Source: an optimization exercise on an open RTL-to-GDS flow (aim: small area). Production flows keep margins and buffers that such runs may drop. In this exercise RTL edits were held to simulation tests only and were not proved equivalent to the original. Power is estimated from default activity; no workload was simulated.

run a:
Design jic, start of the top module:
module jic (
    input  wire        clk,
    input  wire        rst,
    input  wire [7:0]  btn_edge,
    input  wire        tick,
    input  wire [7:0]  pin,
    input  wire        conv_done,
    input  wire [15:0] raw0,
    input  wire [15:0] raw1,
    input  wire [15:0] raw2,
    input  wire [15:0] raw3,
    input  wire        tx_done,
    input  wire        plat_fault,
    input  wire [5:0]  tx_raddr,
    output reg         conv_start,
    output reg         tx_start,
    output wire [5:0]  tx_len,
    output wire [7:0]  tx_rdata,
    output wire        tx_busy,
    output wire [7:0]  frame_btn,
    output wire [15:0] frame_ax0,
    output wire [15:0] frame_ax1,
    output wire [15:0] frame_ax2,
    output wire [15:0] frame_ax3,
    output wire        frame_valid,
    output wire        halted
);
    reg         mode_q;             
    reg         div_q;              
    reg         halted_q;
    reg  [7:0]  edge_pending_q;
    reg  [3:0]  deb_q [0:7];
    reg  [7:0]  stable_q;
    reg  [4:0]  cnt_q;              
    reg  [3:0]  rp_q;               
    reg  [7:0]  btn_snap_q;
    reg         conv_busy_q;
    reg  [20:0] acc_q [0:3];        
    reg         frame_valid_q;
    reg  [7:0]  frame_btn_q;
    reg  [12:0] frame_ax_q [0:3];
    reg  [7:0]  pkt_btn_q;
    reg  [12:0] pkt_ax_q [0:3];
    reg         tx_busy_q;
    wire [15:0] raw [0:3];
    assign raw[0] = raw0;
    assign raw[1] = raw1;
    assign raw[2] = raw2;
    assign raw[3] = raw3;
    wire active = !halted_q && !plat_fault;
    wire [12:0] ch_scaled [0:3];
    wire [20:0] acc_sum   [0:3];
    wire [20:0] acc_div   [0:3];
    genvar g;
    generate
        for (g = 0; g < 4; g = g + 1) begin : g_ch
            localparam NEG = (g == 1 || g == 2);
            wire        cin = NEG ? 1'b0 : mode_q;
            wire        c16, c21;
            wire [15:0] lo;
            wire [4:0]  hi;
            jic_add #(16) u_add (.a(raw[g]), .b(acc_q[g][15:0]), .ci(cin), .s(lo), .co(c16));
  ...
export LEC_CHECK = 0
export ABC_AREA = 1
export CAP_MARGIN = 20
export CORE_MARGIN = 2
export CORE_UTILIZATION = 60
export SLEW_MARGIN = 20
create_clock -name core_clock -period 32.0 [get_ports {clk}]
standard.sh (not shown) runs the stock make flow with config.mk's settings and CLKGATE_MAP_FILE= SYNTH_SCRIPT=/design/flow/synth_recipe.tcl, a recipe that flattens the netlist after the stock synthesis.
==> flow/flow/run.sh <==
#!/bin/bash
# Layout flow: the standard synthesis, its combinational logic re-mapped for
# area (registers untouched), then the standard layout steps with the
# smallest buffer cell on the ports and a clock tree without dummy loads.
set -uo pipefail
HERE=$(cd "$(dirname "$0")" && pwd)
export BUFFER_PORTS_ARGS="-buffer_cell sky130_fd_sc_hd__buf_1"
export CTS_ARGS="-sink_clustering_enable -repair_clock_nets -dont_use_dummy_load -buf_list sky130_fd_sc_hd__clkbuf_4 -sink_clustering_size 8 -sink_clustering_max_diameter 60"

bash standard.sh synth > standard_synth.log 2>&1 || { tail -20 standard_synth.log; exit 1; }

RES=$PWD/orfs/results/$FLOW_PLATFORM/jic/base
LOGS=$PWD/orfs/logs/$FLOW_PLATFORM/jic/base
LIB=$FLOW_HOME/platforms/$FLOW_PLATFORM/lib/sky130_fd_sc_hd__tt_025C_1v80.lib
DU=$(grep -o -- "-dont_use [^ ]*" $LOGS/1_2_yosys.log | sort -u | tr '\n' ' ')
cp $RES/1_2_yosys.v standard_1_2_yosys.v
if bash $HERE/resyn.sh standard_1_2_yosys.v resyn_1_2_yosys.v "$LIB" "$DU" > resyn.log 2>&1; then
  # keep the result only if it has the same registers
  regs() { grep -oE "sky130_fd_sc_hd__e?dfxtp_[0-9] +[^ (]+" "$1" | sort; }
  if [[ -s resyn_1_2_yosys.v ]] && diff <(regs standard_1_2_yosys.v) <(regs resyn_1_2_yosys.v) > resyn_regs.diff; then
    cp resyn_1_2_yosys.v $RES/1_2_yosys.v
    rm -f $RES/1_synth.odb $RES/1_synth.sdc
    echo "re-mapped netlist in use" >> resyn.log
  else
    echo "register mismatch: standard netlist kept" >> resyn.log
  fi
else
  echo "re-map failed: standard netlist kept" >> resyn.log
fi

bash standard.sh > standard.log 2>&1
status=$?
tail -20 standard.log
exit $status
Other scripts of this flow, unchanged in this note and not shown: flow/flow/lib2v.py, flow/flow/resyn.abc, flow/flow/resyn.sh
No stage failed in run a, and the final checks on the layout all came back clean.
What run b does differently from run a at the input level:
diff --git a/flow/design.v b/flow/design.v
--- a/flow/design.v
+++ b/flow/design.v
@@ -209,22 +209,21 @@
     output wire [15:0] frame_ax0,
     output wire [15:0] frame_ax1,
     output wire [15:0] frame_ax2,
     output wire [15:0] frame_ax3,
     output wire        frame_valid,
     output wire        halted
 );
     reg         mode_q;             
     reg         div_q;              
     reg         halted_q;
-    reg  [7:0]  edge_pending_q;
-    reg  [3:0]  deb_q [0:7];
+    reg  [3:0]  deb_q [0:7];        
     reg  [7:0]  stable_q;
     reg  [4:0]  cnt_q;              
     reg  [3:0]  rp_q;               
     reg  [7:0]  btn_snap_q;
     reg         conv_busy_q;
     reg  [20:0] acc_q [0:3];        
     reg         frame_valid_q;
     reg  [7:0]  frame_btn_q;
     reg  [12:0] frame_ax_q [0:3];
     reg  [7:0]  pkt_btn_q;
@@ -275,69 +274,66 @@
     wire       wrap    = run_tick && !switch_en && cnt19;
     wire [4:0] cnt_n   = switch_en ? {4'd0, run_tick} :
                          (wrap ? 5'd0 : ((cal_conv || run_tick) ? cnt_inc : cnt_q));
     wire       rp_wrap = (rp_q == 4'd4);
     wire [3:0] rp_inc;
     wire       rp_co;
     jic_add #(4) u_rp (.a(rp_q), .b(4'd0), .ci(1'b1), .s(rp_inc), .co(rp_co));
     wire       repoll  = wrap && rp_wrap;
     wire       div_step = mode_q && div_q;
     localparam [3:0] DEB_LOAD = 4'b0001;
-    localparam [3:0] DEB_LAST = 4'b1100;    
+    localparam [3:0] DEB_LAST = 4'b1100;
+    localparam [3:0] DEB_PEND = 4'b1000;
     reg  [3:0] deb_n [0:7];
     reg  [7:0] stable_n;
     reg        last, idle;
     integer i;
     always @* begin
         for (i = 0; i < 8; i = i + 1) begin
             deb_n[i]    = deb_q[i];
             stable_n[i] = stable_q[i];
             last = (deb_q[i] == DEB_LAST);
             idle = (deb_q[i] == 4'd0);
             if (run_tick) begin
-                if (edge_pending_q[i]) begin
-                    deb_n[i] = DEB_LOAD;
-                end else begin
-                    deb_n[i] = {deb_q[i][2] & ~last, deb_q[i][1:0], deb_q[i][3] ^ deb_q[i][2]};
-                    if (last || (idle && repoll))
-                        stable_n[i] = ~pin[i];
-                end
+                deb_n[i] = {deb_q[i][2] & ~last, deb_q[i][1:0], deb_q[i][3] ^ deb_q[i][2]};
+                if (last || (idle && repoll))
+                    stable_n[i] = ~pin[i];
             end
+            if (btn_edge[i])
+                deb_n[i] = DEB_PEND;
         end
     end
     integer c;
     always @(posedge clk) begin
         if (rst) begin
             mode_q         <= 1'b0;
             halted_q       <= 1'b0;
-            edge_pending_q <= 8'd0;
             for (i = 0; i < 8; i = i + 1)
                 deb_q[i] <= 4'd0;
             stable_q       <= 8'd0;
             cnt_q          <= 5'd0;
             rp_q           <= 4'd0;
             conv_busy_q    <= 1'b0;
             for (c = 0; c < 4; c = c + 1)
                 acc_q[c] <= 21'd0;
             frame_valid_q  <= 1'b0;
             tx_busy_q      <= 1'b0;
             conv_start     <= 1'b0;
             tx_start       <= 1'b0;
         end else begin
             if (plat_fault)
                 halted_q <= 1'b1;
             if (switch_en) begin
                 mode_q <= 1'b1;
                 div_q  <= 1'b1;
             end
             if (active) begin
-                edge_pending_q <= run_tick ? btn_edge : (edge_pending_q | btn_edge);
                 for (i = 0; i < 8; i = i + 1)
                     deb_q[i] <= deb_n[i];
                 stable_q <= stable_n;
                 cnt_q    <= cnt_n;
                 if (tx_done)
                     tx_busy_q <= 1'b0;
                 if (commit)
                     frame_valid_q <= 1'b1;
                 if (render)
                     tx_busy_q <= 1'b1;
## What came out
- Both conditions hold for run b: the flow ran to the end and the final layout passed the timing, DRC and antenna checks.
- Ratio of total power to cell area grows by a few percent when moving from run a to run b.
- On number of buffers added on ports, run a tracks run b almost exactly.
- Between run a and run b, the netlist area before placement figures differ only marginally.
- Run a -> run b: synthesized net count increased slightly
- Run b vs run a, longest individual stage delay on the worst path went down by 0.09 ns.

## separate check: timing with driven ports
The flow's constraints put no driver on any port. The routed layouts listed below were extracted and timed again, unchanged, in two steps.
Step 1 (the two cells are an assumption about what drives the block):
set clk [get_ports {clk}]
set_driving_cell -lib_cell sky130_fd_sc_hd__clkbuf_16 $clk
set_driving_cell -lib_cell sky130_fd_sc_hd__buf_2 [delete_from_list [all_inputs] $clk]
Step 2 times the ports against the registers' clock, not the clock port: input delays grow and output delays shrink by t, the midpoint of the rising clock arrivals with the driver on.
Three values: ideal ports, drivers, drivers and shift; two values: the first two.
| run | shift t [ns] | setup slack, ns | hold WS [ns] | slew at the worst register clock pin (ns) |
|---|---|---|---|---|
| run a | 0.689 | 9.098 / 9.074 / 9.074 | 0.465 / 0.465 / 0.465 | 0.11 / 0.11 |
| run b | 0.698 | 8.704 / 8.681 / 8.681 | 0.456 / 0.456 / 0.456 | 0.11 / 0.11 |
After both steps setup and hold are still met in every run listed. For run a, which loses most, drivers alone change the setup slack by -0.024 ns; drivers and shift together by -0.024 ns.
